Background: an optimization exercise with open tools, aiming at small area, a short achievable clock period and few clock cycles per item. Do not read the settings as production practice. Function was checked by simulation only, so behaviour that the tests miss may differ from the original.

$ cat flow/config.mk
export PLATFORM = sky130hd
export DESIGN_NAME = sixel_color_conv
export DESIGN_NICKNAME = sixel_color_conv
export VERILOG_FILES = /design/flow/design.v
export SDC_FILE = /design/flow/constraint.sdc
export NUM_CORES = 4
export LEC_CHECK = 0
export ABC_AREA = 1
export CAP_MARGIN = 20
export CORE_MARGIN = 2
export CORE_UTILIZATION = 70
export CTS_CLUSTER_DIAMETER = 100
export CTS_CLUSTER_SIZE = 22
export SLEW_MARGIN = 20
$ cat flow/constraint.sdc
create_clock -name core_clock -period 32.0 [get_ports {clk}]
set_input_delay 6.4000 -clock core_clock [delete_from_list [all_inputs] [get_ports {clk}]]
set_output_delay 6.4000 -clock core_clock [all_outputs]
set_load 0.01 [all_outputs]
$ cat flow/design.v
module color_converter_rgb (
    input  wire [6:0] c,
    output wire [7:0] byte_o
);
    wire [2:0] ge = (c >= 7'd90) ? 3'd5 : (c >= 7'd70) ? 3'd4 : (c >= 7'd50) ? 3'd3 :
                    (c >= 7'd30) ? 3'd2 : (c >= 7'd10) ? 3'd1 : 3'd0;
    wire [2:0] go = (c >= 7'd80) ? 3'd7 : (c >= 7'd60) ? 3'd6 : (c >= 7'd40) ? 3'd5 :
                    (c >= 7'd20) ? 3'd4 : 3'd3;
    wire [2:0] g  = c[0] ? go : ge;
    wire [7:0] a5;
    wire       co0, co1;
    radd #(8) u5 (.a({c[6:1], 2'b0}), .b({2'b0, c[6:1]}), .ci(1'b0), .s(a5), .co(co0));
    radd #(8) ug (.a(a5), .b({5'b0, g}), .ci(1'b0), .s(byte_o), .co(co1));
endmodule
module radd #(parameter W = 8) (
    input  wire [W-1:0] a,
    input  wire [W-1:0] b,
    input  wire         ci,
    output wire [W-1:0] s,
    output wire         co
);
    wire [W:0] c;
    assign c[0] = ci;
    genvar i;
    generate for (i = 0; i < W; i = i + 1) begin : g
        assign s[i]   = a[i] ^ b[i] ^ c[i];
        assign c[i+1] = (a[i] & b[i]) | (c[i] & (a[i] ^ b[i]));
    end endgenerate
    assign co = c[W];
endmodule
module csub #(parameter W = 8, parameter [W-1:0] K = 0) (
    input  wire [W-1:0] a,
    output wire [W-1:0] d,
    output wire         ge
);
    radd #(W) u (.a(a), .b(~K), .ci(1'b1), .s(d), .co(ge));
endmodule
module umul #(parameter WA = 8, parameter WB = 4) (
    input  wire [WA-1:0]    a,
    input  wire [WB-1:0]    b,
    output wire [WA+WB-1:0] p
);
    wire [WA:0] acc [0:WB-1];
    assign acc[0] = {1'b0, a & {WA{b[0]}}};
    assign p[0] = acc[0][0];
    genvar i;
    generate for (i = 1; i < WB; i = i + 1) begin : row
        wire [WA-1:0] s;
        wire          co;
        radd #(WA) u (.a(acc[i-1][WA:1]), .b(a & {WA{b[i]}}), .ci(1'b0), .s(s), .co(co));
        assign acc[i] = {co, s};
        assign p[i] = s[0];
    end endgenerate
    assign p[WA+WB-1:WB] = acc[WB-1][WA:1];
endmodule
module dstep #(parameter W = 8, parameter [W-1:0] D = 1) (
    input  wire [W-1:0] a,
    output wire         q,
    output wire [W-2:0] r
);
    wire [W:0] c;    
    assign c[0] = 1'b1;
    genvar i;
    generate for (i = 0; i < W; i = i + 1) begin : g
        if (D[i]) begin : one
            assign c[i+1] = a[i] & c[i];
            if (i < W-1) begin : rb
                assign r[i] = a[i] ^ (q & c[i]);
            end
        end else begin : zero
            assign c[i+1] = a[i] | c[i];
            if (i < W-1) begin : rb
                assign r[i] = a[i] ^ (q & ~c[i]);
            end
        end
    end endgenerate
    assign q = c[W];
endmodule
module dsteps #(parameter W = 8, parameter [W-1:0] D = 1, parameter N = 8) (
    input  wire [W-2:0] ri,
    input  wire [N-1:0] x,
    output wire [N-1:0] q,
    output wire [W-2:0] ro
);
    wire [W-2:0] rr [0:N];
    assign rr[N] = ri;
    genvar i;
    generate for (i = N-1; i >= 0; i = i - 1) begin : st
        dstep #(W, D) s (.a({rr[i+1], x[i]}), .q(q[i]), .r(rr[i]));
    end endgenerate
    assign ro = rr[0];
endmodule
module padd #(parameter W = 8) (
    input  wire [W-1:0] a,
    input  wire [W-1:0] b,
    input  wire         ci,
    output wire [W-1:0] s
);
    localparam L = (W <= 2) ? 1 : (W <= 4) ? 2 : (W <= 8) ? 3 : (W <= 16) ? 4 : (W <= 32) ? 5 : 6;
    wire [W-1:0] p = a ^ b;
    wire [W-1:0] g = a & b;
    wire [W-1:0] G [0:L];
    wire [W-1:0] P [0:L];
    assign G[0] = {g[W-1:1], g[0] | (p[0] & ci)};
    assign P[0] = p;
    genvar k, i;
    generate for (k = 0; k < L; k = k + 1) begin : lev
        for (i = 0; i < W; i = i + 1) begin : bit_
            if ((i >> k) & 1) begin : comb
                localparam integer J = ((i >> k) << k) - 1;
                assign G[k+1][i] = G[k][i] | (P[k][i] & G[k][J]);
                assign P[k+1][i] = P[k][i] & P[k][J];
            end else begin : pass
                assign G[k+1][i] = G[k][i];
                assign P[k+1][i] = P[k][i];
            end
        end
    end endgenerate
    assign s = p ^ {G[L][W-2:0], ci};
endmodule
module csa #(parameter W = 8) (
    input  wire [W-1:0] x,
    input  wire [W-1:0] y,
    input  wire [W-1:0] z,
    output wire [W-1:0] s,
    output wire [W-1:0] c
);
    assign s = x ^ y ^ z;
    assign c = {(x[W-2:0] & y[W-2:0]) | (z[W-2:0] & (x[W-2:0] ^ y[W-2:0])), 1'b0};
endmodule
module hls_a (
    input  wire        sp,
    input  wire [8:0]  h,
    input  wire [6:0]  l,
    input  wire [6:0]  s,
    output wire [12:0] C,
    output wire [2:0]  n,
    output wire [5:0]  kp
);
    wire [6:0] lm;  wire ge50;
    csub #(7, 7'd50) u50 (.a(l), .d(lm), .ge(ge50));
    wire [6:0] l100; wire co_a;
    radd #(7) u100 (.a(7'd100), .b(~l), .ci(1'b1), .s(l100), .co(co_a));
    wire [5:0] m = sp ? 6'd0 : ge50 ? l100[5:0] : l[5:0];
    wire [12:0] cp0 = {6'b0, s & {7{m[0]}}};
    wire [12:0] cp1 = {5'b0, s & {7{m[1]}}, 1'b0};
    wire [12:0] cp2 = {4'b0, s & {7{m[2]}}, 2'b0};
    wire [12:0] cp3 = {3'b0, s & {7{m[3]}}, 3'b0};
    wire [12:0] cp4 = {2'b0, s & {7{m[4]}}, 4'b0};
    wire [12:0] cp5 = {1'b0, s & {7{m[5]}}, 5'b0};
    wire [12:0] cs0, cc0, cs1, cc1, cs2, cc2, cs3, cc3;
    csa #(13) uc0 (.x(cp0), .y(cp1), .z(cp2), .s(cs0), .c(cc0));
    csa #(13) uc1 (.x(cp3), .y(cp4), .z(cp5), .s(cs1), .c(cc1));
    csa #(13) uc2 (.x(cs0), .y(cc0), .z(cs1), .s(cs2), .c(cc2));
    csa #(13) uc3 (.x(cs2), .y(cc2), .z(cc1), .s(cs3), .c(cc3));
    padd #(13) uc (.a(cs3), .b(cc3), .ci(1'b0), .s(C));
    wire [8:0] h1; wire b2;
    csub #(9, 9'd240) uh2 (.a(h), .d(h1), .ge(b2));
    wire [7:0] ha = b2 ? h1[7:0] : h[7:0];
    wire [7:0] h2; wire b1;
    csub #(8, 8'd120) uh1 (.a(ha), .d(h2), .ge(b1));
    wire [6:0] hb = b1 ? h2[6:0] : ha[6:0];
    wire [6:0] h3; wire b0;
    csub #(7, 7'd60) uh0 (.a(hb), .d(h3), .ge(b0));
    wire [5:0] u = b0 ? h3[5:0] : hb[5:0];
    assign n = {b2, b1, b0};
    wire [5:0] u60; wire co_h;
    radd #(6) uu60 (.a(6'd60), .b(~u), .ci(1'b1), .s(u60), .co(co_h));
    assign kp = b0 ? u : u60;
endmodule
module hls_b (
    input  wire [6:0]  l,
    input  wire [12:0] C,
    input  wire [5:0]  kp,
    output wire [18:0] N1,
    output wire [18:0] V
);
    wire [13:0] ts0, tc0, ts1, tc1, t1p;
    csa #(14) ut0 (.x({1'b0, C}), .y({5'b0, l, 2'b0}), .z({2'b0, l, 5'b0}), .s(ts0), .c(tc0));
    csa #(14) ut1 (.x(ts0), .y(tc0), .z({1'b0, l, 6'd19}), .s(ts1), .c(tc1));
    padd #(14) ut (.a(ts1), .b(tc1), .ci(1'b0), .s(t1p));
    wire [18:0] ns0, nc0, ns1, nc1;
    csa #(19) un0 (.x({t1p, 5'd31}), .y({1'b0, t1p, 4'd0}), .z({4'b0, t1p, 1'b0}), .s(ns0), .c(nc0));
    csa #(19) un1 (.x(ns0), .y(nc0), .z({5'b0, t1p}), .s(ns1), .c(nc1));
    padd #(19) un (.a(ns1), .b(nc1), .ci(1'b0), .s(N1));
    wire [18:0] np0 = ~{6'b0, C & {13{kp[0]}}};
    wire [18:0] np1 = ~{5'b0, C & {13{kp[1]}}, 1'b0};
    wire [18:0] np2 = ~{4'b0, C & {13{kp[2]}}, 2'b0};
    wire [18:0] np3 = ~{3'b0, C & {13{kp[3]}}, 3'b0};
    wire [18:0] np4 = ~{2'b0, C & {13{kp[4]}}, 4'b0};
    wire [18:0] np5 = ~{1'b0, C & {13{kp[5]}}, 5'b0};
    wire [18:0] ms0, mc0, ms1, mc1, ms2, mc2, ms3, mc3;
    csa #(19) um0 (.x(np0), .y(np1), .z(np2), .s(ms0), .c(mc0));
    csa #(19) um1 (.x(np3), .y(np4), .z(np5), .s(ms1), .c(mc1));
    csa #(19) um2 (.x(ms0), .y(mc0), .z(ms1), .s(ms2), .c(mc2));
    csa #(19) um3 (.x(ms2), .y(mc2), .z(mc1), .s(ms3), .c(mc3));
    wire [18:0] vs0, vc0, vs1, vc1;
    csa #(19) uv0 (.x(ms3), .y(mc3), .z({t1p, 5'd25}), .s(vs0), .c(vc0));
    csa #(19) uv1 (.x(vs0), .y(vc0), .z(~{4'b0, t1p, 1'b0}), .s(vs1), .c(vc1));
    padd #(19) uv (.a(vs1), .b(vc1), .ci(1'b0), .s(V));
endmodule
module hls_c (
    input  wire [6:0]  l,
    input  wire [18:0] N1,
    input  wire [18:0] V,
    output wire [5:0]  qxh,      
    output wire [6:0]  rxh,      
    output wire [1:0]  xxl,      
    output wire [6:0]  thr,      
    output wire [3:0]  qmh,      
    output wire [9:0]  rmh,      
    output wire [3:0]  xml,      
    output wire [7:0]  F         
);
    wire [22:0] Nm;
    padd #(23) uv17 (.a({4'b0, V}), .b({V, 4'd4}), .ci(1'b0), .s(Nm));
    dsteps #(11, 11'd625, 4) udm (.ri(Nm[22:13]), .x(Nm[12:9]), .q(qmh), .ro(rmh));
    assign xml = Nm[8:5];
    dsteps #(8, 8'd125, 6) udmax (.ri(N1[18:12]), .x(N1[11:6]), .q(qxh), .ro(rxh));
    assign xxl = N1[5:4];
    wire [6:0] la; wire d3;
    csub #(7, 7'd80) ud3 (.a(l), .d(la), .ge(d3));
    wire [6:0] lb0 = d3 ? la : l;
    wire [6:0] lb; wire d2;
    csub #(7, 7'd40) ud2 (.a(lb0), .d(lb), .ge(d2));
    wire [5:0] lc0 = d2 ? lb[5:0] : lb0[5:0];
    wire [5:0] lc; wire d1;
    csub #(6, 6'd20) ud1 (.a(lc0), .d(lc), .ge(d1));
    wire [4:0] ld0 = d1 ? lc[4:0] : lc0[4:0];
    wire [4:0] ld; wire dd0;
    csub #(5, 5'd10) ud0 (.a(ld0), .d(ld), .ge(dd0));
    wire [3:0] m10 = dd0 ? ld[3:0] : ld0[3:0];
    wire [3:0] d10 = {d3, d2, d1, dd0};
    wire [7:0] l5; wire co_m;
    radd #(8) ul5 (.a({l[5:0], 2'b0}), .b({1'b0, l}), .ci(1'b1), .s(l5), .co(co_m));
    wire co_n;
    radd #(8) uf (.a(l5), .b({4'b0, d10}), .ci(1'b0), .s(F), .co(co_n));
    reg  [10:0] g200;
    always @(*) begin
        case (m10)
            4'd0: g200 = 11'd16;    4'd1: g200 = 11'd216;   4'd2: g200 = 11'd416;
            4'd3: g200 = 11'd616;   4'd4: g200 = 11'd816;   4'd5: g200 = 11'd1016;
            4'd6: g200 = 11'd1216;  4'd7: g200 = 11'd1416;  4'd8: g200 = 11'd1616;
            default: g200 = 11'd1816;
        endcase
    end
    wire [10:0] thw; wire co_t;
    radd #(11) uthr (.a(g200), .b(~{7'b0, N1[3:0]}), .ci(1'b1), .s(thw), .co(co_t));
    assign thr = thw[10:4];
endmodule
module hls_d (
    input  wire [7:0]  F,
    input  wire [5:0]  qxh,
    input  wire [6:0]  rxh,
    input  wire [1:0]  xxl,
    input  wire [6:0]  thr,
    input  wire [3:0]  qmh,
    input  wire [9:0]  rmh,
    input  wire [3:0]  xml,
    output wire [7:0]  bmax,
    output wire [7:0]  bmid,
    output wire [7:0]  bmin
);
    wire [9:0] rml;
    dsteps #(11, 11'd625, 4) udm (.ri(rmh), .x(xml), .q(bmid[3:0]), .ro(rml));
    assign bmid[7:4] = qmh;
    wire [6:0] rm1;
    dsteps #(8, 8'd125, 2) udmax (.ri(rxh), .x(xxl), .q(bmax[1:0]), .ro(rm1));
    assign bmax[7:2] = qxh;
    wire gt = rm1 >= thr;
    wire co_o;
    radd #(8) umin (.a(F), .b(~bmax), .ci(~gt), .s(bmin), .co(co_o));
endmodule
module sixel_color_conv (
    input  wire        clk,
    input  wire        rst,
    input  wire        in_valid,
    output wire        in_ready,
    input  wire        in_space,
    input  wire [8:0]  in_p0,
    input  wire [6:0]  in_p1,
    input  wire [6:0]  in_p2,
    output reg         out_valid,
    input  wire        out_ready,
    output wire [31:0] out_color
);
    reg  v0, v1, v2, v3;
    reg  f0, f1, f2, f3;
    reg  skv;                
    reg  rdy;                
    assign in_ready = rdy;
    wire en_o = out_ready || !out_valid;
    wire en_3 = out_ready || !f3;
    wire en_2 = out_ready || !f2;
    wire en_1 = out_ready || !f1;
    wire en_0 = out_ready || !f0;
    wire in0  = skv || in_valid;                     
    wire a_o  = v3;
    wire a_3  = v2;
    wire a_2  = v1;
    wire a_1  = v0;
    wire a_0  = in0;
    wire b_o  = out_valid || v3;
    wire b_3  = f3 || v2;
    wire b_2  = f2 || v1;
    wire b_1  = f1 || v0;
    wire b_0  = f0 || in0;
    wire n_o  = out_ready ? a_o : b_o;
    wire n_3  = out_ready ? a_3 : b_3;
    wire n_2  = out_ready ? a_2 : b_2;
    wire n_1  = out_ready ? a_1 : b_1;
    wire n_0  = out_ready ? a_0 : b_0;
    wire nf3  = out_ready ? (a_o && a_3) : (b_o && b_3);
    wire nf2  = out_ready ? (a_o && a_3 && a_2) : (b_o && b_3 && b_2);
    wire nf1  = out_ready ? (a_o && a_3 && a_2 && a_1) : (b_o && b_3 && b_2 && b_1);
    wire nf0  = out_ready ? (a_o && a_3 && a_2 && a_1 && a_0)
                          : (b_o && b_3 && b_2 && b_1 && b_0);
    wire nskv = out_ready ? 1'b0 : (f0 && in0);
    always @(posedge clk) begin
        if (rst) begin
            out_valid <= 1'b0;
            v3 <= 1'b0; v2 <= 1'b0; v1 <= 1'b0; v0 <= 1'b0;
            f3 <= 1'b0; f2 <= 1'b0; f1 <= 1'b0; f0 <= 1'b0;
            skv <= 1'b0;
            rdy <= 1'b1;
        end else begin
            out_valid <= n_o;
            v3 <= n_3; v2 <= n_2; v1 <= n_1; v0 <= n_0;
            f3 <= nf3; f2 <= nf2; f1 <= nf1; f0 <= nf0;
            skv <= nskv;
            rdy <= !nskv;
        end
    end
    reg  [23:0] skid;
    reg  [23:0] s0;
    wire [23:0] in_ops = {in_space, in_p0, in_p1, in_p2};
    always @(posedge clk) begin
        if (!skv) skid <= in_ops;
        if (en_0) s0 <= skv ? skid : in_ops;
    end
    wire       s0_sp = s0[23];
    wire [8:0] s0_h  = s0[22:14];
    wire [6:0] s0_l  = s0[13:7];
    wire [6:0] s0_s  = s0[6:0];
    wire [12:0] a_C;
    wire [2:0]  a_n;
    wire [5:0]  a_kp;
    hls_a u_a (.sp(s0_sp), .h(s0_h), .l(s0_l), .s(s0_s), .C(a_C), .n(a_n), .kp(a_kp));
    reg        s1_sp;
    reg [6:0]  s1_l;
    reg [12:0] s1_C;
    reg [8:0]  s1_kn;
    reg [6:0]  s1_b;         
    always @(posedge clk) begin
        if (en_1) begin
            s1_sp <= s0_sp;
            s1_b  <= s0_s;
            s1_l  <= s0_l;
            s1_C  <= a_C;
            s1_kn <= s0_sp ? {2'b0, s0_h[6:0]} : {a_n, a_kp};
        end
    end
    wire [18:0] b_N1, b_V;
    hls_b u_b (.l(s1_l), .C(s1_C), .kp(s1_kn[5:0]), .N1(b_N1), .V(b_V));
    reg        s2_sp;
    reg [6:0]  s2_l;
    reg [2:0]  s2_n;
    reg [18:0] s2_N1, s2_V;
    always @(posedge clk) begin
        if (en_2) begin
            s2_sp <= s1_sp;
            s2_l  <= s1_l;
            s2_n  <= s1_kn[8:6];
            s2_N1 <= b_N1;
            s2_V  <= s1_sp ? {5'b0, s1_kn[6:0], s1_b} : b_V;
        end
    end
    wire [5:0] c_qxh;
    wire [6:0] c_rxh, c_thr;
    wire [1:0] c_xxl;
    wire [7:0] c_F;
    wire [3:0] c_qmh, c_xml;
    wire [9:0] c_rmh;
    hls_c u_c (.l(s2_l), .N1(s2_N1), .V(s2_V), .qxh(c_qxh), .rxh(c_rxh), .xxl(c_xxl),
               .thr(c_thr), .qmh(c_qmh), .rmh(c_rmh), .xml(c_xml), .F(c_F));
    wire [7:0] c_r, c_b;
    color_converter_rgb u_cr (.c(s2_V[13:7]), .byte_o(c_r));
    color_converter_rgb u_cb (.c(s2_V[6:0]),  .byte_o(c_b));
    reg        s3_sp;
    reg [2:0]  s3_n;
    reg [5:0]  s3_qxh;
    reg [6:0]  s3_rxh, s3_thr;
    reg [1:0]  s3_xxl;
    reg [7:0]  s3_F;
    reg [17:0] s3_m;
    always @(posedge clk) begin
        if (en_3) begin
            s3_sp  <= s2_sp;
            s3_n   <= s2_n;
            s3_qxh <= c_qxh;
            s3_rxh <= c_rxh;
            s3_xxl <= c_xxl;
            s3_thr <= c_thr;
            s3_F   <= c_F;
            s3_m   <= s2_sp ? {2'b0, c_b, c_r} : {c_qmh, c_rmh, c_xml};
        end
    end
    wire [7:0] bmax, bmid, bmin;
    hls_d u_d (.F(s3_F), .qxh(s3_qxh), .rxh(s3_rxh), .xxl(s3_xxl), .thr(s3_thr),
               .qmh(s3_m[17:14]), .rmh(s3_m[13:4]), .xml(s3_m[3:0]),
               .bmax(bmax), .bmid(bmid), .bmin(bmin));
    reg [7:0] R, G, B;
    always @(*) begin
        case (s3_n)
            3'd1:    begin R = bmax; G = bmin; B = bmid; end
            3'd2:    begin R = bmax; G = bmid; B = bmin; end
            3'd3:    begin R = bmid; G = bmax; B = bmin; end
            3'd4:    begin R = bmin; G = bmax; B = bmid; end
            3'd5:    begin R = bmin; G = bmid; B = bmax; end
            default: begin R = bmid; G = bmin; B = bmax; end
        endcase
        if (s3_sp) begin
            R = s3_m[7:0]; G = bmax; B = s3_m[15:8];
        end
    end
    reg [23:0] oc;
    assign out_color = {8'hFF, oc};
    always @(posedge clk) begin
        if (en_o) oc <= {B, G, R};
    end
endmodule
$ cat flow/run.sh
#!/bin/bash
# synth_recipe.tcl (not shown) runs the flow's synth.tcl, then flattens the netlist and writes it again
# the make line also repeats each setting of config.mk as NAME=value (left out here)
make -C /OpenROAD-flow-scripts/flow DESIGN_CONFIG=/design/flow/config.mk WORK_HOME=/design/flow/orfs CLKGATE_MAP_FILE= SYNTH_SCRIPT=/design/flow/synth_recipe.tcl finish
==> run_results.csv, run 1 <==
group,metric,value,unit
critical_path,crit_path_end_kind,"flip-flop",
sta,layout_setup_ws,23.93,ns
synthesis,synth_edf_count,186,
die,design.core.area,27600,µm²
route,vias_per_cell,5.42,
cts,cts_setup_buffers,0,
sta,timing.fmax,0.124,GHz
finish,diodes,0,
route,num_vias,14158,
cts,clk_path_buf_depth,3,
die,rows,61,
cts,clkLatencyLatePin,0.50,ns
sta,slew_violations,0,
global_routing,grtUsageTotal,0.280,
placement,place_inst,2588,
critical_path,crit_type,"in -> reg",
sta,fin_skew,0.0203,ns
placement,pre_cts_slack,23.39,ns
critical_path,path_cells,"clkdlybuf4s50_1, clkinv_1, nand2_1",
route,drcViolationCount,0,
critical_path,critical-path-top-delay-family,"simple AND/OR/NAND/NOR gates",
finish,drive_above_1_share,0.0407,
flow_run,drv_cap,0,
sta,timing.setup.tns,0,ns
route,wire_per_inst,14.8,µm
finish,stdcell_count,2612,
route,drtIter0Drc,737,
cts,cts_hold_buf,0,
cts,cts_num_sinks,221,
synthesis,synth_flop_cell,"edfxtp_1",
placement,dp_hpwl,31200,µm
global_routing,antenna_found_initial,0,
sta,worst_slew_pin_slew,1.11,ns
die,die-area,29100,µm²
placement,port-buffer-count,53,
synthesis,syn_avg_cell_area,8.91,µm²
outcome,outcome,"no timing/DRC/antenna violations",
critical_path,max_stage_delay,0.92,ns
critical_path,crit_slowest_cell,"nand2_1",
synthesis,syn_inst,2181,
cts,cts_tree,"yes",
cts,cts_resized,0,
critical_path,reg2reg_depth,37,
placement,placed_area,20300,µm²
die,die_x,171,µm
finish,nets,2603,
die,die_h,171,µm
finish,final_core_util,0.754,
critical_path,start_kind,"input pin",
finish,fin_area,20800,µm²
placement,gp_congestion,0.983,
synthesis,ys_ff_latch,221,
critical_path,critPathCapture,"oc[13]$_DFFE_PP_",
synthesis,async_flop_share,0,
die,ios,62,
critical_path,cp-startpoint,"out_ready",
sta,min_period,8.07,ns
global_routing,grt_pass1_vias,14157,
die,start_util,0.706,
critical_path,r2r_start,"s2_N1[12]$_DFFE_PP_",
synthesis,synthDistinctLibCells,61,
critical_path,r2r_slack,24.52,ns
route,firstDrtPassIters,5,
critical_path,critPathBufInv,2,
critical_path,cp_max_fo,25,
finish,syn_to_final_growth,6.90,%
sta,grt_setup_unrepaired,"false",
sta,setup_violations,0,
cts,cts_max_level,1,
global_routing,grt_overflow_total,0,
cts,cts_made_buffers,14,
critical_path,r2r_end,"s3_rxh[1]$_DFFE_PP_",
cts,clkTransAtPathRegs,0.09,ns
cts,root_buffer,"clkbuf_16",
critical_path,critPathArrivalTime,8.18,ns
synthesis,ys_warn_count,9,
sta,slew_headroom,0.257,
route,drtAntennaViolNets,0,
critical_path,path_depth,3,
synthesis,syn_area,19400,µm²
sta,fin_crit_sh,0.252,
sta,whs,0.428,ns
sta,finalHoldViolations,0,
global_routing,grt_pass1_wl,65600,µm
critical_path,critPathRequiredTime,32.11,ns
synthesis,seq_area_frac_synth,0.323,
route,routed_wirelength,38700,µm
global_routing,grt_max_degree,54,
worst_hold_path,hold_class,"reg -> reg",
finish,fillCellCount,1994,
==> layer usage <==
| layer | up-vias | part of all wire | global-route usage |
|---|---|---|---|
| met1 | 6657 | 0.41 | 0.346 |
| met3 | 94 | 0.043 | 0.0315 |
| met4 | 0 | 0.038 | 0.116 |
| met5 | - | 0 | 0 |
| met2 | 339 | 0.51 | 0.502 |
| li1 | 7068 | - | - |
==> synthesized netlist by cell type, drive strengths merged, types with 2 or more instances <==
cell,number,share of area
nand2,538,0.11
inv,411,0.079
ha,188,0.12
edfxtp,186,0.29
fa,161,0.17
nor2,135,0.027
a21oi,103,0.027
o21ai,90,0.024
nand3,60,0.017
xor2,60,0.027
xnor2,46,0.021
dfxtp,35,0.036
clkbuf,25,0.0048
nor3,17,0.0046
nand4,15,0.0051
o22ai,13,0.0042
buf,11,0.0045
or2,11,0.0037
a31oi,7,0.0023
a211oi,6,0.0023
a22oi,6,0.0023
o21a,6,0.0023
o31ai,6,0.0023
a21o,5,0.0019
o211ai,5,0.0019
o221ai,5,0.0023
a221oi,4,0.0018
mux2i,4,0.0021
nand3b,4,0.0015
o21bai,4,0.0017
a21boi,2,0.00077
and2,2,0.00064
==> how the worst min path moves through the flow <==
stage	startpoint	to	slack, ns	cells past startpoint
2_1_floorplan	s1_kn[7]$_SDFFCE_PP0P_	s2_n[1]$_DFFE_PP_	0.40	0
3_3_place_gp	s2_n[0]$_DFFE_PP_	s3_n[0]$_DFFE_PP_	0.40	0
3_5_place_dp	s2_n[1]$_DFFE_PP_	s3_n[1]$_DFFE_PP_	0.41	0
4_1_cts	s2_n[1]$_DFFE_PP_	s3_n[1]$_DFFE_PP_	0.43	0
5_1_grt	s2_N1[5]$_DFFE_PP_	s3_xxl[1]$_DFFE_PP_	0.45	0
6_report	s2_n[1]$_DFFE_PP_	s3_n[1]$_DFFE_PP_	0.43	0
==> cells by family (layout without fill, tap and decap cells) <==
| kind of cell | Yosys count | after routing | synth area share |
|---|---|---|---|
| AOI/OAI and AO/OA | 267 | 267 | 0.0795 |
| xor gates and xnor gates | 106 | 106 | 0.0481 |
| adders and majority gates | 349 | 349 | 0.287 |
| buffers and inverters | 448 | 494 | 0.0889 |
| DFF | 221 | 221 | 0.323 |
| muxes | 4 | 4 | 0.00206 |
| other | 1 | 8 | 0.000193 |
| and+or+nand+nor | 785 | 785 | 0.171 |
==> worst register-to-register path, delay by kind of cell, from the launching register on <==
family          cells  cell delay (ns)
buf+inv             1             0.10
simple gates       22             3.13
xor+xnor            1             0.06
flops               1             0.42
compound gates      7             1.77
fa+ha+maj           6             1.77
==> cell type report <==
cell class,instances,area [µm²],share of cell area
Multi-Input combinational cell,1519,11500,0.552
Inverter,412,1550,0.0744
Sequential cell,221,6290,0.302
Clock inverter,2,20.0,0.000963
Tap cell,378,473,0.0228
Timing Repair Buffer,58,568,0.0273
Clock buffer,22,423,0.0203
==> state kept, by name, summed over array words and instances (netlist names), 8 cells and up <==
register / cells
s1_C: 13
oc: 24
s1_kn: 9
s3_m: 18
s0: 24
skid: 24
s3_F: 8
s2_V: 19
s2_N1: 19
==> layout by cell type (no fill, tap or decap), drive strengths merged, types with 7 or more instances in the layout <==
cell type	instances
nor3	17
a21oi	103
nor2	135
xnor2	46
nand3	60
inv	413
nand2	538
nand4	15
ha	188
conb	8
xor2	60
edfxtp	186
fa	161
a31oi	7
o21ai	90
dfxtp	35
or2	11
clkdlybuf4s50	53
o22ai	13
clkbuf	22
Testbench counts, summed over its fixed seeds: cycles 16,040, items 16,000.
==> run 2: changes to the inputs <==
--- a/flow/config.mk
+++ b/flow/config.mk
@@ -11,4 +11,3 @@
 export CORE_UTILIZATION = 70
-export CTS_CLUSTER_DIAMETER = 100
-export CTS_CLUSTER_SIZE = 22
+export CTS_BUF_LIST = sky130_fd_sc_hd__clkbuf_8
 export SLEW_MARGIN = 20
==> run_results.csv, run 2 <==
group,metric,value,unit
cts,cts_tree,"yes",
global_routing,grt_pass1_wl,66200,µm
synthesis,ys_ff_latch,221,
critical_path,r2r_start,"s2_N1[12]$_DFFE_PP_",
finish,diodes,0,
cts,cts_resized,0,
sta,slew_headroom,0.255,
synthesis,yosysMostFrequentCell,"nand2_1",
cts,cts_made_buffers,38,
sta,fin_skew,0.0224,ns
synthesis,synthDistinctLibCells,61,
critical_path,crit_type,"in -> reg",
cts,cts_setup_buffers,0,
critical_path,critPathRequiredTime,32.15,ns
synthesis,synth_flop_cell,"edfxtp_1",
cts,root_buffer,"clkbuf_8",
die,design.core.area,27600,µm²
finish,reg.largest.list,"oc (24), s0 (24), skid (24)",
sta,timing.fmax,0.125,GHz
worst_hold_path,min_from,"s2_N1[5]$_DFFE_PP_",
sta,fin_crit_sh,0.250,
cts,cts_max_level,2,
outcome,outcome,"no timing/DRC/antenna violations",
die,start_util,0.706,
sta,slew_violations,0,
worst_hold_path,hold_class,"reg -> reg",
global_routing,grt_max_degree,54,
finish,syn_to_final_growth,8.82,%
route,drtAntennaViolNets,0,
synthesis,syn_inst,2181,
synthesis,seq_area_frac_synth,0.323,
flow_run,drv_cap,0,
cts,cts_num_sinks,221,
cts,clkTransAtPathRegs,0.06,ns
worst_hold_path,hold_path_depth,0,
critical_path,start_kind,"input pin",
synthesis,synthTopCellsByArea,"edfxtp_1 29%, fa_1 17%, ha_1 12%, nand2_1 9.8%, inv_1 7.9%",
critical_path,r2r_end,"s3_rxh[1]$_DFFE_PP_",
route,routed_wirelength,39100,µm
finish,drive_above_1_share,0.0549,
placement,place_inst,2588,
finish,final_common_cell,"nand2_1",
critical_path,r2r_slack,24.54,ns
synthesis,syn_avg_cell_area,8.91,µm²
synthesis,synth_top_area_cell,"edfxtp_1",
route,wire_per_inst,14.7,µm
placement,dp_hpwl,31200,µm
worst_hold_path,hold_end,"s3_xxl[1]$_DFFE_PP_",
cts,clkLatencyLatePin,0.55,ns
global_routing,grtUsageTotal,0.284,
synthesis,synth_edf_count,186,
sta,worst_slew_pin_slew,1.12,ns
global_routing,grt_overflow_total,0,
die,rows,61,
die,die-area,29100,µm²
route,drtIter0Drc,846,
cts,clk_path_buf_depth,3,
cts,cts_hold_buf,0,
sta,grt_setup_unrepaired,"false",
die,ios,62,
die,die_x,171,µm
route,vias_per_cell,5.40,
route,num_vias,14331,
route,drcViolationCount,0,
synthesis,syn_area,19400,µm²
critical_path,reg2reg_depth,37,
finish,nets,2627,
synthesis,yosysTopAreaCellShare,0.287,
global_routing,grt_pass1_vias,14380,
route,firstDrtPassIters,6,
sta,timing.setup.tns,0,ns
synthesis,ys_warn_count,9,
placement,port-buffer-count,53,
synthesis,async_flop_share,0,
finish,final_cell_mix,"504 x nand2_1, 422 x inv_1, 188 x ha_1",
critical_path,crit_path_end_kind,"flip-flop",
sta,setup_violations,0,
finish,stdcell_count,2656,
critical_path,cp_max_fo,25,
critical_path,critPathArrivalTime,8.16,ns
global_routing,antenna_found_initial,1,
sta,min_period,8.01,ns
placement,gp_congestion,0.983,
sta,finalHoldViolations,0,
die,die_h,171,µm
synthesis,netlist_top_cells_count,"507 x nand2_1, 407 x inv_1, 188 x ha_1",
run 2: cell counts after synthesis:
Identical to the previous run, type by type.
run 2: area by class of cell:
class	count	area (µm²)
clock inverters	26	238
well taps	378	473
multi-input cells	1519	11500
clock buffers	42	578
flip-flops and latches	221	6290
fillers	1971	6400
repair buffers	58	568
inverters	412	1550
run 2: how the worst max path moves through the flow:
stage | startpoint | cells after the start | slack, ns | endpoint
detailed placement | out_ready | 6 | 23.39 | rdy$_SDFF_PP1_
finish | out_ready | 3 | 23.99 | oc[10]$_DFFE_PP_
global placement | out_ready | 6 | 23.44 | rdy$_SDFF_PP1_
CTS | out_ready | 6 | 23.93 | rdy$_SDFF_PP1_
floorplan | out_ready | 2 | 23.86 | s3_F[0]$_DFFE_PP_
global route | s2_V[13]$_DFFE_PP_ | 39 | 23.72 | s3_m[5]$_DFFE_PP_
run 2: through the flow:
stage / worst slack (ns) / cell area [µm²] / util / hold slack, ns
final: 23.99 / 21200 / 0.768 / 0.420
after detailed placement: 23.39 / 20300 / 0.738 / 0.408
after global routing: 23.72 / 21200 / 0.768 / 0.438
after global placement: 23.44 / 20300 / 0.738 / 0.404
after floorplan: 23.86 / 19500 / - / 0.400
after CTS: 23.93 / 21100 / 0.768 / 0.421
run 2: metal layers:
metal,track usage,vias up,routed length [µm]
met5,0,-,11
met2,0.505,398,19600
met4,0.131,2,1670
li1,-,7125,-
met1,0.343,6683,15900
met3,0.0419,123,1900
run 2: cell families after synthesis:
| family | synth area share |
|---|---|
| other cells | 0.000193 |
| fa+ha+maj | 0.287 |
| flops | 0.323 |
| simple gates | 0.171 |
| mux | 0.00206 |
| compound gates | 0.0795 |
| buf+inv | 0.0889 |
| xor+xnor | 0.0481 |
run 2: worst max-delay path, cell delays in order:
cell,delay (ns)
clkdlybuf4s50_1,0.53
clkinv_1,0.29
nand2_1,0.92
==> run 3: changes to the inputs <==
--- a/flow/design.v
+++ b/flow/design.v
@@ -165,3 +165,3 @@
     wire [5:0] u = b0 ? h3[5:0] : hb[5:0];
-    assign n = {b2, b1, b0};
+    assign n = (b2 & b1) ? 3'd0 : {b2, b1, b0};
     wire [5:0] u60; wire co_h;
@@ -333,5 +333,6 @@
     end
-    reg  [23:0] skid;
-    reg  [23:0] s0;
-    wire [23:0] in_ops = {in_space, in_p0, in_p1, in_p2};
+    reg  [22:0] skid;
+    reg  [22:0] s0;
+    wire [8:0]  in_p0m  = in_space ? {2'b11, in_p0[6:0]} : in_p0;
+    wire [22:0] in_ops  = {in_p0m, in_p1, in_p2};
     always @(posedge clk) begin
@@ -340,3 +341,3 @@
     end
-    wire       s0_sp = s0[23];
+    wire       s0_sp = s0[22] & s0[21];
     wire [8:0] s0_h  = s0[22:14];
@@ -348,3 +349,2 @@
     hls_a u_a (.sp(s0_sp), .h(s0_h), .l(s0_l), .s(s0_s), .C(a_C), .n(a_n), .kp(a_kp));
-    reg        s1_sp;
     reg [6:0]  s1_l;
@@ -355,3 +355,2 @@
         if (en_1) begin
-            s1_sp <= s0_sp;
             s1_b  <= s0_s;
@@ -359,8 +358,8 @@
             s1_C  <= a_C;
-            s1_kn <= s0_sp ? {2'b0, s0_h[6:0]} : {a_n, a_kp};
+            s1_kn <= s0_sp ? {2'b11, s0_h[6:0]} : {a_n, a_kp};
         end
     end
+    wire s1_sp = s1_kn[8] & s1_kn[7];
     wire [18:0] b_N1, b_V;
     hls_b u_b (.l(s1_l), .C(s1_C), .kp(s1_kn[5:0]), .N1(b_N1), .V(b_V));
-    reg        s2_sp;
     reg [6:0]  s2_l;
@@ -370,5 +369,4 @@
         if (en_2) begin
-            s2_sp <= s1_sp;
             s2_l  <= s1_l;
-            s2_n  <= s1_kn[8:6];
+            s2_n  <= s1_sp ? 3'd7 : s1_kn[8:6];
             s2_N1 <= b_N1;
@@ -383,2 +381,3 @@
     wire [9:0] c_rmh;
+    wire s2_sp = &s2_n;
     hls_c u_c (.l(s2_l), .N1(s2_N1), .V(s2_V), .qxh(c_qxh), .rxh(c_rxh), .xxl(c_xxl),
@@ -388,3 +387,2 @@
     color_converter_rgb u_cb (.c(s2_V[6:0]),  .byte_o(c_b));
-    reg        s3_sp;
     reg [2:0]  s3_n;
@@ -397,3 +395,2 @@
         if (en_3) begin
-            s3_sp  <= s2_sp;
             s3_n   <= s2_n;
@@ -419,7 +416,5 @@
             3'd5:    begin R = bmin; G = bmid; B = bmax; end
+            3'd7:    begin R = s3_m[7:0]; G = bmax; B = s3_m[15:8]; end
             default: begin R = bmid; G = bmin; B = bmax; end
         endcase
-        if (s3_sp) begin
-            R = s3_m[7:0]; G = bmax; B = s3_m[15:8];
-        end
     end
--- a/flow/config.mk
+++ b/flow/config.mk
@@ -11,3 +11,4 @@
 export CORE_UTILIZATION = 70
-export CTS_BUF_LIST = sky130_fd_sc_hd__clkbuf_8
+export CTS_CLUSTER_DIAMETER = 100
+export CTS_CLUSTER_SIZE = 22
 export SLEW_MARGIN = 20
==> run_results.csv, run 3 <==
group,metric,value,unit
outcome,outcome,"no timing/DRC/antenna violations",
critical_path,crit_slowest_cell,"nand2_1",
route,wire_per_inst,15.2,µm
die,ios,62,
synthesis,synth_top_area_cell,"edfxtp_1",
die,die_x,169,µm
placement,gp_congestion,0.909,
global_routing,grt_use_met1,0.344,
synthesis,syn_area,19200,µm²
sta,min_period,8.09,ns
die,start_util,0.713,
global_routing,antenna_found_initial,0,
critical_path,start_kind,"input pin",
die,die-area,28700,µm²
global_routing,grt_use_met3,0.0229,
sta,worst_slew_pin_slew,1.05,ns
cts,clkLatencyLatePin,0.49,ns
synthesis,yosysMostFrequentCell,"nand2_1",
cts,cts_hold_buf,0,
synthesis,synthDistinctLibCells,57,
route,num_vias,14160,
synthesis,syn_inst,2174,
global_routing,grt_overflow_total,0,
route,firstDrtPassIters,6,
finish,reg.largest.list,"oc (24), s0 (23), skid (23)",
route,routed_wirelength,38900,µm
critical_path,crit_type,"in -> reg",
critical_path,max_stage_delay,0.66,ns
finish,diodes,0,
synthesis,synth_compound_area_frac,0.0717,
cts,cts_resized,0,
finish,drive_above_1_share,0.0373,
cts,cts_made_buffers,14,
critical_path,crit_path_end_kind,"flip-flop",
sta,fin_crit_sh,0.253,
global_routing,grt_pass1_wl,65000,µm
synthesis,synthAdderAreaFrac,0.291,
finish,top_register,"oc",
critical_path,cp_max_fo,25,
synthesis,ys_ff_latch,216,
synthesis,synth.area.mux_share,0.00209,
synthesis,syn_avg_cell_area,8.81,µm²
die,design.core.area,26900,µm²
global_routing,grt_max_degree,50,
critical_path,critPathRequiredTime,32.38,ns
cts,cts_max_level,1,
synthesis,synthTopCellsByArea,"edfxtp_1 29%, fa_1 17%, ha_1 12%, nand2_1 11%, inv_1 7.9%",
global_routing,gr-usage-met2,0.515,
finish,final_common_cell,"nand2_1",
global_routing,grt.busiest_layer,"met2",
sta,fin_skew,0.0190,ns
cts,clk_path_buf_depth,3,
cts,cts_setup_buffers,0,
synthesis,synth_edf_count,182,
sta,setup_violations,0,
cts,root_buffer,"clkbuf_16",
synthesis,async_flop_share,0,
route,vias_per_cell,5.52,
sta,whs,0.445,ns
critical_path,reg2reg_depth,41,
sta,timing.setup.tns,0,ns
route,drtAntennaViolNets,0,
finish,syn_to_final_growth,6.81,%
synthesis,netlist_top_cells_count,"549 x nand2_1, 404 x inv_1, 188 x ha_1",
sta,layout_setup_ws,23.91,ns
synthesis,seq_area_frac_synth,0.321,
cts,clkTransAtPathRegs,0.08,ns
critical_path,critPathArrivalTime,8.47,ns
sta,grt_setup_unrepaired,"false",
synthesis,yosysTopAreaCellShare,0.285,
sta,slew_violations,0,
synthesis,synth_xor_area_frac,0.0475,
finish,fillCellCount,1909,
placement,pre_cts_slack,23.41,ns
sta,timing.fmax,0.124,GHz
placement,port-buffer-count,53,
worst_hold_path,hold_class,"reg -> reg",
synthesis,ys_warn_count,9,
die,die_h,169,µm
route,drtIter0Drc,1002,
global_routing,grtUsageTotal,0.280,
cts,cts_tree,"yes",
synthesis,synthSimpleGateAreaFrac,0.176,
finish,final_cell_mix,"546 x nand2_1, 404 x inv_1, 188 x ha_1",
flow_run,drv_cap,0,
placement,dp_hpwl,31900,µm
synthesis,synth_top_family_by_area,"adder cells",
finish,largest_reg_flops,24,
global_routing,grt_pass1_vias,14207,
cts,cts_num_sinks,216,
route,drcViolationCount,0,
die,rows,60,
sta,slew_headroom,0.300,
finish,nets,2598,
sta,finalHoldViolations,0,
worst_hold_path,hold_path_depth,0,
synthesis,synth_flop_cell,"edfxtp_1",
critical_path,path_cells,"clkdlybuf4s50_1, clkinv_1, nand2_1, or2_2, nor2_1, inv_1",
run 3: per-layer routing:
layer	part of all wire	vias to the layer above	routed length (µm)
met1	0.41	6628	16100
met4	0.042	0	1630
met2	0.50	424	19600
li1	-	6994	-
met3	0.042	114	1620
met5	0	-	0
run 3: cell families after synthesis:
logic type / Yosys count
flip-flops: 216
buffers and inverters: 449
multiplexers: 4
other: 1
XOR/XNOR: 103
AND/OR/NAND/NOR: 816
AO/OA/AOI/OAI: 236
adder cells (fa/ha/maj): 349
run 3: metrics by stage:
| stage | cells | utilization | area (µm²) |
|---|---|---|---|
| finish | 2567 | 0.761 | 20500 |
| global route | 2567 | 0.761 | 20500 |
| CTS | 2567 | 0.761 | 20400 |
| detailed placement | 2546 | 0.745 | 20000 |
| global placement | 2546 | 0.745 | 20000 |
| floorplan | 2181 | - | 19200 |
run 3: cell type report:
| type | count | area, µm² | share of cell area |
|---|---|---|---|
| clock inverters | 3 | 32.5 | 0.00159 |
| repair buffers | 60 | 583 | 0.0285 |
| clock buffers | 18 | 397 | 0.0194 |
| inverters | 413 | 1550 | 0.0758 |
| multi-input cells | 1516 | 11300 | 0.553 |
| well taps | 341 | 427 | 0.0209 |
| flip-flops and latches | 216 | 6150 | 0.300 |
run 3: worst paths after layout:
path	start	to	slack (ns)
max	out_ready	rdy$_SDFF_PP1_	23.91
min	s2_N1[4]$_DFFE_PP_	s3_xxl[0]$_DFFE_PP_	0.44
max reg2reg	s2_V[11]$_DFFE_PP_	s3_m[5]$_DFFE_PP_	24.34
min reg2reg	s2_N1[4]$_DFFE_PP_	s3_xxl[0]$_DFFE_PP_	0.44
run 3: worst max-delay path: cells and delay by family:
family | cells | cell delay [ns]
and+or+nand+nor | 3 | 1.34
buffers and inverters | 3 | 0.74
Testbench counts of run 3, summed over its fixed seeds: cycles 16,040, items 16,000.
==> run 4: changes to the inputs <==
==> flow/flow/run.sh (new file) <==
#!/bin/bash
# The standard layout (the standard.sh, unchanged synthesis), with one
# change: the buffers ORFS puts on every input and output port are buf_2
# cells instead of the default pick. The make output goes to flow.log.
set -euo pipefail
bash standard.sh "BUFFER_PORTS_ARGS=-buffer_cell sky130_fd_sc_hd__buf_2" finish > flow.log 2>&1
==> flow/standard.sh (new file) <==
#!/bin/bash
# synth_recipe.tcl (not shown) runs the flow's synth.tcl, then flattens the netlist and writes it again
# the make line also repeats each setting of config.mk as NAME=value (left out here)
make -C /OpenROAD-flow-scripts/flow DESIGN_CONFIG=/design/flow/config.mk WORK_HOME=/design/flow/orfs CLKGATE_MAP_FILE= SYNTH_SCRIPT=/design/flow/synth_recipe.tcl "${@:-finish}"
removed: flow/run.sh
==> run_results.csv, run 4 <==
group,metric,value,unit
die,die_x,169,µm
cts,cts_resized,0,
critical_path,critical-path-top-delay-family,"simple AND/OR/NAND/NOR gates",
cts,clk_path_buf_depth,3,
synthesis,ys_ff_latch,216,
placement,dp_hpwl,31300,µm
cts,clkTransAtPathRegs,0.09,ns
cts,cts_hold_buf,0,
critical_path,r2r_start,"s2_V[6]$_DFFE_PP_",
critical_path,cp-startpoint,"out_ready",
global_routing,grt_pass1_wl,64800,µm
finish,top_register,"oc",
synthesis,synth_top_area_cell,"edfxtp_1",
sta,slew_headroom,0.306,
route,drtIter0Drc,833,
route,num_vias,14109,
die,die_h,169,µm
sta,fin_skew,0.0181,ns
synthesis,yosysTopAreaCellShare,0.285,
route,wire_per_inst,15.0,µm
synthesis,yosysMostFrequentCell,"nand2_1",
critical_path,crit_type,"in -> reg",
cts,root_buffer,"clkbuf_16",
worst_hold_path,hold_class,"reg -> reg",
critical_path,crit_slowest_cell,"nand2_1",
die,die-area,28700,µm²
die,ios,62,
sta,min_period,7.71,ns
synthesis,seq_area_frac_synth,0.321,
finish,largest_reg_flops,24,
die,rows,60,
synthesis,synth_flop_cell,"edfxtp_1",
outcome,outcome,"no timing/DRC/antenna violations",
placement,port-buffer-count,53,
critical_path,critPathArrivalTime,8.09,ns
synthesis,syn_inst,2174,
global_routing,grt_overflow_total,0,
synthesis,synthDistinctLibCells,57,
global_routing,antenna_found_initial,0,
die,design.core.area,26900,µm²
route,vias_per_cell,5.49,
die,start_util,0.713,
finish,drive_above_1_share,0.0597,
global_routing,grt_max_degree,53,
route,drcViolationCount,0,
synthesis,netlist_top_cells_count,"549 x nand2_1, 404 x inv_1, 188 x ha_1",
global_routing,grtUsageTotal,0.277,
cts,cts_tree,"yes",
sta,fin_crit_sh,0.241,
global_routing,grt_pass1_vias,14059,
cts,cts_max_level,1,
route,routed_wirelength,38400,µm
cts,cts_num_sinks,216,
sta,grt_setup_unrepaired,"false",
synthesis,synthTopCellsByArea,"edfxtp_1 29%, fa_1 17%, ha_1 12%, nand2_1 11%, inv_1 7.9%",
sta,slew_violations,0,
sta,timing.setup.tns,0,ns
sta,whs,0.447,ns
critical_path,path_cells,"buf_2, clkinv_1, nand2_1, or2_2, nor2_1, inv_1",
synthesis,syn_area,19200,µm²
route,drtAntennaViolNets,0,
sta,finalHoldViolations,0,
finish,nets,2597,
cts,clkLatencyLatePin,0.49,ns
critical_path,cp_max_fo,25,
flow_run,drv_cap,0,
critical_path,critPathBufInv,3,
finish,reg.largest.list,"oc (24), s0 (23), skid (23)",
synthesis,synth_edf_count,182,
sta,setup_violations,0,
worst_hold_path,min_from,"s2_N1[4]$_DFFE_PP_",
sta,timing.fmax,0.130,GHz
critical_path,crit_path_end_kind,"flip-flop",
synthesis,ys_warn_count,9,
critical_path,start_kind,"input pin",
finish,fillCellCount,2002,
route,firstDrtPassIters,5,
cts,cts_made_buffers,14,
placement,gp_congestion,0.896,
sta,worst_slew_pin_slew,1.04,ns
finish,final_cell_mix,"546 x nand2_1, 404 x inv_1, 188 x ha_1",
finish,diodes,0,
critical_path,max_stage_delay,0.65,ns
critical_path,critPathRequiredTime,32.39,ns
synthesis,syn_avg_cell_area,8.81,µm²
cts,cts_setup_buffers,0,
synthesis,async_flop_share,0,
finish,syn_to_final_growth,5.42,%
finish,final_common_cell,"nand2_1",
==> run 4: routing by layer <==
metal | routed length, µm | up-vias | GRT usage
li1 | - | 6996 | -
met3 | 1510 | 81 | 0.0264
met5 | 0 | - | 0
met2 | 19400 | 352 | 0.508
met4 | 1250 | 0 | 0.0836
met1 | 16300 | 6680 | 0.349
==> run 4: final timing paths <==
check,end,slack [ns],cells after the start
worst max-delay path,rdy$_SDFF_PP1_,24.29,6
worst max register to register,s3_m[5]$_DFFE_PP_,24.43,41
worst min-delay path,s3_xxl[0]$_DFFE_PP_,0.45,0
worst min register to register,s3_xxl[0]$_DFFE_PP_,0.45,0
==> run 4: per-stage QoR <==
step	utilization	std cells	cell area [µm²]	setup slack [ns]
final	0.751	2569	20200	24.29
after global routing	0.751	2569	20200	23.57
after CTS	0.751	2569	20200	24.31
after detailed placement	0.734	2545	19700	23.80
after global placement	0.734	2545	19700	23.84
after floorplan	-	2181	19200	23.89
==> run 4: area by class of cell <==
class / count / area, µm² / share of cell area
Multi-Input combinational cell: 1516 / 11300 / 0.561
Sequential cell: 216 / 6150 / 0.304
Inverter: 413 / 1550 / 0.0768
Tap cell: 341 / 427 / 0.0211
Clock buffer: 22 / 402 / 0.0199
Timing Repair Buffer: 59 / 310 / 0.0154
Clock inverter: 2 / 32.5 / 0.00161
==> run 4: kinds of logic after synthesis <==
logic type | Yosys count | share of synthesized area
AND/OR/NAND/NOR | 816 | 0.176
flip-flops | 216 | 0.321
XOR/XNOR | 103 | 0.0475
other | 1 | 0.000196
AO/OA/AOI/OAI | 236 | 0.0717
multiplexers | 4 | 0.00209
adder cells (fa/ha/maj) | 349 | 0.291
buffers and inverters | 449 | 0.0904
==> run 4: worst register-to-register path: cells and delay by family (launching register included) <==
| family | cells | cell delay [ns] |
|---|---|---|
| flip-flops | 1 | 0.55 |
| XOR/XNOR | 2 | 0.47 |
| AO/OA/AOI/OAI | 2 | 0.25 |
| adder cells (fa/ha/maj) | 6 | 2.13 |
| buffers and inverters | 1 | 0.04 |
| AND/OR/NAND/NOR | 30 | 3.82 |
==> run 5: changes to the inputs <==
--- a/flow/design.v
+++ b/flow/design.v
@@ -288,2 +288,3 @@
     reg  f0, f1, f2, f3;
+    reg  g0;                 
     reg  skv;                
@@ -306,3 +307,3 @@
     wire b_1  = f1 || v0;
-    wire b_0  = f0 || in0;
+    wire b_0  = g0 || in0;
     wire n_o  = out_ready ? a_o : b_o;
@@ -317,3 +318,4 @@
                           : (b_o && b_3 && b_2 && b_1 && b_0);
-    wire nskv = out_ready ? 1'b0 : (f0 && in0);
+    wire nskv = out_ready ? 1'b0 : (g0 && in0);
+    wire ng0  = n_o && n_3 && n_2 && n_1 && n_0;      
     always @(posedge clk) begin
@@ -322,3 +324,3 @@
             v3 <= 1'b0; v2 <= 1'b0; v1 <= 1'b0; v0 <= 1'b0;
-            f3 <= 1'b0; f2 <= 1'b0; f1 <= 1'b0; f0 <= 1'b0;
+            f3 <= 1'b0; f2 <= 1'b0; f1 <= 1'b0; f0 <= 1'b0; g0 <= 1'b0;
             skv <= 1'b0;
@@ -328,3 +330,3 @@
             v3 <= n_3; v2 <= n_2; v1 <= n_1; v0 <= n_0;
-            f3 <= nf3; f2 <= nf2; f1 <= nf1; f0 <= nf0;
+            f3 <= nf3; f2 <= nf2; f1 <= nf1; f0 <= nf0; g0 <= ng0;
             skv <= nskv;
==> run_results.csv, run 5 <==
group,metric,value,unit
outcome,outcome,"no timing/DRC/antenna violations",
critical_path,r2r_start,"s1_l[0]$_DFFE_PP_",
finish,largest_reg_flops,24,
cts,cts_hold_buf,0,
finish,multi_input_area,11400,µm²
synthesis,ys_warn_count,9,
synthesis,async_flop_share,0,
critical_path,max_stage_delay,0.92,ns
route,wl_met3,1690,µm
die,die_h,169,µm
sta,worst_slew_pin_slew,1.02,ns
sta,finalHoldViolations,0,
sta,setup_violations,0,
synthesis,synthTopCellsByArea,"edfxtp_1 29%, fa_1 17%, ha_1 12%, nand2_1 11%, inv_1 7.6%",
cts,clkTransAtPathRegs,0.09,ns
route,drcViolationCount,0,
synthesis,synth_flop_cell,"edfxtp_1",
synthesis,seq_area_frac_synth,0.322,
die,die-area,28700,µm²
global_routing,grt_max_degree,52,
finish,fillCellCount,1974,
finish,nets,2583,
cts,cts_tree,"yes",
sta,timing.setup.tns,0,ns
sta,whs,0.425,ns
finish,diodes,0,
synthesis,syn_inst,2155,
finish,reg.largest.list,"oc (24), s0 (23), skid (23)",
route,m1WireLength,15800,µm
critical_path,r2r_slack,24.63,ns
worst_hold_path,hold_class,"reg -> reg",
placement,dp_hpwl,30900,µm
sta,layout_setup_ws,24.30,ns
critical_path,path_cells,"buf_2, clkinv_1, nand2_1",
die,start_util,0.712,
synthesis,yosysTopAreaCellShare,0.285,
sta,fin_crit_sh,0.241,
synthesis,syn_avg_cell_area,8.88,µm²
route,vias_per_cell,5.48,
global_routing,antenna_found_initial,0,
synthesis,ys_ff_latch,217,
cts,clk_path_buf_depth,3,
synthesis,syn_area,19100,µm²
critical_path,reg2reg_depth,28,
sta,fin_skew,0.0155,ns
sta,slew_violations,0,
worst_hold_path,hold_end,"s3_xxl[0]$_DFFE_PP_",
sta,slew_headroom,0.315,
finish,drive_above_1_share,0.0660,
flow_run,drv_cap,0,
synthesis,synth_edf_count,182,
critical_path,crit_slowest_cell,"nand2_1",
die,ios,62,
route,num_vias,13977,
cts,clkLatencyLatePin,0.48,ns
critical_path,crit_path_end_kind,"flip-flop",
sta,timing.fmax,0.130,GHz
global_routing,grtUsageTotal,0.273,
finish,final_common_cell,"nand2_1",
placement,placed_area,19800,µm²
critical_path,r2r_end,"s2_N1[16]$_DFFE_PP_",
synthesis,netlist_top_cells_count,"541 x nand2_1, 388 x inv_1, 188 x ha_1",
die,rows,60,
finish,fin_area,20200,µm²
cts,cts_made_buffers,14,
route,wire_per_inst,14.9,µm
synthesis,synth_top_area_cell,"edfxtp_1",
cts,cts_resized,0,
cts,cts_max_level,1,
synthesis,yosysMostFrequentCell,"nand2_1",
route,drtIter0Drc,855,
critical_path,critPathBufInv,2,
synthesis,synthDistinctLibCells,56,
sta,grt_setup_unrepaired,"false",
critical_path,critPathArrivalTime,7.80,ns
global_routing,grt_pass1_vias,13699,
critical_path,start_kind,"input pin",
finish,syn_to_final_growth,5.48,%
route,firstDrtPassIters,5,
critical_path,path_depth,3,
finish,regArea,6170,µm²
die,die_x,169,µm
critical_path,cp_max_fo,24,
route,routed.top_layer,"met4",
worst_hold_path,hold_path_depth,0,
route,route.met2.wl,19200,µm
global_routing,grt_pass1_wl,63000,µm
worst_hold_path,min_from,"s2_N1[4]$_DFFE_PP_",
critical_path,crit_type,"in -> reg",
placement,pre_cts_slack,23.75,ns
cts,cts_setup_buffers,0,
critical_path,critical-path-top-delay-family,"simple AND/OR/NAND/NOR gates",
sta,min_period,7.70,ns
finish,final_cell_mix,"539 x nand2_1, 388 x inv_1, 188 x ha_1",
die,design.core.area,26900,µm²
finish,top_register,"oc",
global_routing,grt_overflow_total,0,
route,routed_wirelength,37900,µm
placement,port-buffer-count,53,
critical_path,critPathRequiredTime,32.10,ns
placement,gp_congestion,0.927,
cts,cts_num_sinks,217,
cts,root_buffer,"clkbuf_16",
route,drtAntennaViolNets,0,
-- run 5: cell types whose count changed after synthesis, moves of 3 or more --
cell,change
clkbuf_1,-4
a21oi_1,-6
nand2_1,-8
nand2_2,+5
nand2_4,+3
nor2_1,+9
inv_1,-16
o211ai_1,-3
nor3_1,-4
nand3b_1,+3
-- run 5: worst reg2reg max path, delay by kind of cell, from the launching register on --
kind	cells	cell delay (ns)
flip-flops	1	0.56
adder cells (fa/ha/maj)	8	3.51
AND/OR/NAND/NOR	1	0.06
buffers and inverters	8	0.77
AO/OA/AOI/OAI	11	2.31
-- run 5: area by class of cell --
| type | count | area share |
|---|---|---|
| sequential | 217 | 0.305 |
| clock buffer | 17 | 0.0190 |
| clock inverter | 4 | 0.00161 |
| inverter | 398 | 0.0740 |
| tap | 341 | 0.0211 |
| multi-input combinational | 1514 | 0.562 |
| timing repair buffer | 61 | 0.0167 |
-- run 5: cells by family (layout without fill, tap and decap cells) --
group	after synthesis	after routing	share of synthesized area
adder cells (fa/ha/maj)	349	349	0.291
multiplexers	4	4	0.00209
AO/OA/AOI/OAI	218	218	0.0661
AND/OR/NAND/NOR	829	829	0.182
other	1	8	0.000196
flip-flops	217	217	0.322
XOR/XNOR	106	106	0.0493
buffers and inverters	431	480	0.0867
-- run 5: worst max path at each step --
stage / from / to / slack [ns]
6_report: out_ready / oc[9]$_DFFE_PP_ / 24.30
3_3_place_gp: out_ready / s3_rxh[4]$_DFFE_PP_ / 23.75
4_1_cts: out_ready / s3_rxh[3]$_DFFE_PP_ / 24.26
3_5_place_dp: out_ready / s3_rxh[3]$_DFFE_PP_ / 23.75
5_1_grt: s2_V[13]$_DFFE_PP_ / s3_m[5]$_DFFE_PP_ / 23.84
2_1_floorplan: out_ready / s3_F[0]$_DFFE_PP_ / 23.88
-- run 5: through the flow --
step                utilization  std cells
finish                    0.751       2552
global placement          0.735       2530
detailed placement        0.735       2530
global route              0.751       2552
floorplan                     -       2162
CTS                       0.751       2551
-- run 5: per-layer routing --
metal / global-route usage / vias to the layer above
met5: 0 / -
li1: - / 6949
met2: 0.499 / 385
met3: 0.0245 / 92
met4: 0.0818 / 0
met1: 0.346 / 6551
Testbench counts of run 5, summed over its fixed seeds: cycles 16,040, items 16,000.
==> run 6: changes to the inputs <==
--- a/flow/config.mk
+++ b/flow/config.mk
@@ -13,2 +13,2 @@
 export CTS_CLUSTER_SIZE = 22
-export SLEW_MARGIN = 20
+export SLEW_MARGIN = 65
==> run_results.csv, run 6 <==
group,metric,value,unit
finish,final_core_util,0.759,
die,rows,60,
worst_hold_path,hold_end,"s3_xxl[1]$_DFFE_PP_",
sta,finalHoldViolations,0,
die,die-area,28700,µm²
die,design.core.area,26900,µm²
synthesis,synth_top_area_cell,"edfxtp_1",
route,drcViolationCount,0,
synthesis,ys_ff_latch,217,
synthesis,synth_edf_count,182,
synthesis,synthAdderAreaFrac,0.291,
finish,top_register,"oc",
die,start_util,0.712,
critical_path,critPathRequiredTime,25.60,ns
global_routing,grt_pass1_wl,63900,µm
synthesis,synthDistinctLibCells,56,
die,die_x,169,µm
die,ios,62,
finish,fin_area,20400,µm²
cts,root_buffer,"clkbuf_16",
outcome,outcome,"no timing/DRC/antenna violations",
synthesis,synth_compound_area_frac,0.0661,
finish,reg.largest.list,"oc (24), s0 (23), skid (23)",
sta,fin_skew,0.0166,ns
sta,grt_setup_unrepaired,"false",
route,drtAntennaViolNets,0,
global_routing,grtUsageTotal,0.277,
sta,whs,0.424,ns
cts,cts_num_sinks,217,
cts,clkLatencyLatePin,0.48,ns
cts,clk_path_buf_depth,3,
synthesis,async_flop_share,0,
synthesis,yosysMostFrequentCell,"nand2_1",
cts,cts_made_buffers,14,
global_routing,grt_pass1_vias,13795,
finish,final_common_cell,"nand2_1",
global_routing,antenna_found_initial,0,
synthesis,synthSimpleGateAreaFrac,0.182,
critical_path,r2r_slack,24.58,ns
die,die_h,169,µm
critical_path,max_stage_delay,0.49,ns
cts,cts_max_level,1,
finish,nets,2591,
critical_path,crit_type,"reg -> out",
finish,diodes,0,
route,drtIter0Drc,788,
cts,clkTransAtPathRegs,0.08,ns
sta,min_period,7.57,ns
worst_hold_path,hold_path_depth,0,
placement,port-buffer-count,53,
worst_hold_path,min_from,"s2_N1[5]$_DFFE_PP_",
route,vias_per_cell,5.47,
sta,slew_headroom,0.672,
critical_path,r2r_end,"s2_N1[16]$_DFFE_PP_",
critical_path,path_cells,"buf_2",
synthesis,synth_xor_area_frac,0.0493,
critical_path,crit_slowest_cell,"dfxtp_1",
synthesis,synth_flop_cell,"edfxtp_1",
cts,cts_hold_buf,0,
worst_hold_path,hold_class,"reg -> reg",
synthesis,synth.area.mux_share,0.00209,
global_routing,grt_overflow_total,0,
sta,timing.fmax,0.132,GHz
synthesis,syn_area,19100,µm²
global_routing,grt_max_degree,52,
critical_path,start_kind,"flip-flop",
finish,stdcell_count,2560,
synthesis,yosysTopAreaCellShare,0.285,
sta,worst_slew_pin_slew,0.486,ns
cts,cts_setup_buffers,0,
synthesis,netlist_top_cells_count,"541 x nand2_1, 388 x inv_1, 188 x ha_1",
critical_path,cp_max_fo,3,
critical_path,critPathArrivalTime,1.17,ns
finish,fillCellCount,1949,
critical_path,reg2reg_depth,28,
critical_path,crit_path_end_kind,"output pin",
sta,timing.setup.tns,0,ns
placement,placed_area,19900,µm²
finish,syn_to_final_growth,6.52,%
finish,final_cell_mix,"537 x nand2_1, 385 x inv_1, 188 x ha_1",
placement,place_inst,2539,
route,firstDrtPassIters,5,
placement,dp_hpwl,31300,µm
synthesis,synthTopCellsByArea,"edfxtp_1 29%, fa_1 17%, ha_1 12%, nand2_1 11%, inv_1 7.6%",
synthesis,syn_inst,2155,
synthesis,syn_avg_cell_area,8.88,µm²
synthesis,seq_area_frac_synth,0.322,
critical_path,r2r_start,"s1_l[0]$_DFFE_PP_",
placement,gp_congestion,0.927,
route,routed_wirelength,38100,µm
synthesis,ys_warn_count,9,
flow_run,drv_cap,0,
finish,drive_above_1_share,0.0780,
sta,setup_violations,0,
finish,largest_reg_flops,24,
cts,cts_resized,0,
critical_path,critical-path-top-delay-family,"flip-flops",
critical_path,critPathBufInv,1,
route,num_vias,14000,
sta,fin_crit_sh,0.237,
cts,cts_tree,"yes",
sta,slew_violations,0,
synthesis,synth_top_family_by_area,"adder cells",
route,wire_per_inst,14.9,µm
run 6: cell counts after synthesis:
No cell type changed its count.
run 6: worst max path at each step:
stage               slack, ns                  from                  end  cells past startpoint
finish                  24.43  out_valid$_SDFF_PP0_            out_valid                      1
global route            23.85     s2_V[5]$_DFFE_PP_    s3_m[5]$_DFFE_PP_                     42
CTS                     24.43  out_valid$_SDFF_PP0_            out_valid                      1
detailed placement      24.21             out_ready        f1$_SDFF_PP0_                      8
global placement        23.75             out_ready  s3_rxh[4]$_DFFE_PP_                      3
floorplan               23.88             out_ready    s3_F[0]$_DFFE_PP_                      2
run 6: cells by family (layout without fill, tap and decap cells):
| family | after synthesis | count (layout) |
|---|---|---|
| other | 1 | 8 |
| DFF | 217 | 217 |
| and+or+nand+nor | 829 | 829 |
| muxes | 4 | 4 |
| buffers and inverters | 431 | 488 |
| adders and majority gates | 349 | 349 |
| xor gates and xnor gates | 106 | 106 |
| AOI/OAI and AO/OA | 218 | 218 |
run 6: metal layers:
metal  share of wire  track usage  vias to the layer above
met3           0.037       0.0275                      102
met4           0.039        0.104                        0
met5               0            0                        -
li1                -            -                     6966
met1            0.42        0.348                     6591
met2            0.51        0.498                      341
run 6: final cells by class:
class	count	area, µm²	share of cell area
tap	341	427	0.0209
clock buffer	17	383	0.0188
multi-input combinational	1514	11500	0.564
clock inverter	4	32.5	0.00160
timing repair buffer	69	385	0.0189
inverter	398	1500	0.0733
sequential	217	6170	0.302
run 6: per-stage QoR:
step                      setup WS (ns)
final                             24.43
after CTS                         24.43
after global routing              23.85
after detailed placement          24.21
after global placement            23.75
after floorplan                   23.88

-- static timing again, ports no longer ideal --
How much do the figures lean on ideal ports? The routed layouts below were timed once more, with nothing changed but the port constraints.
Step 1 (the two cells are an assumption about what drives the block):
set clk [get_ports {clk}]
set_driving_cell -lib_cell sky130_fd_sc_hd__clkbuf_16 $clk
set_driving_cell -lib_cell sky130_fd_sc_hd__buf_2 [delete_from_list [all_inputs] $clk]
Step 2 times the ports against the registers' clock, not the clock port: input delays grow and output delays shrink by t, the midpoint of the rising clock arrivals with the driver on.
a / b / c = no drivers / after step 1 / after step 2; a / b = the first two.
| run | shift t [ns] | setup WS [ns] | worst hold slack (ns) | pins driven straight from the clock port |
|---|---|---|---|---|
| run 1 | 0.541 | 23.934 / 23.962 / 23.421 | 0.428 / 0.428 / 0.428 | 1 |
| run 2 | 0.591 | 23.994 / 24.017 / 23.426 | 0.420 / 0.420 / 0.420 | 1 |
| run 3 | 0.528 | 23.910 / 23.927 / 23.399 | 0.445 / 0.445 / 0.445 | 1 |
| run 4 | 0.528 | 24.293 / 24.322 / 23.794 | 0.447 / 0.447 / 0.447 | 1 |
| run 5 | 0.526 | 24.299 / 24.331 / 23.805 | 0.425 / 0.425 / 0.425 | 1 |
| run 6 | 0.526 | 24.432 / 24.379 / 24.211 | 0.424 / 0.424 / 0.424 | 1 |
After both steps setup and hold are still met in every run listed. The setup slack of run 2, which loses most, moves by +0.023 ns with the drivers and by -0.568 ns with both steps.
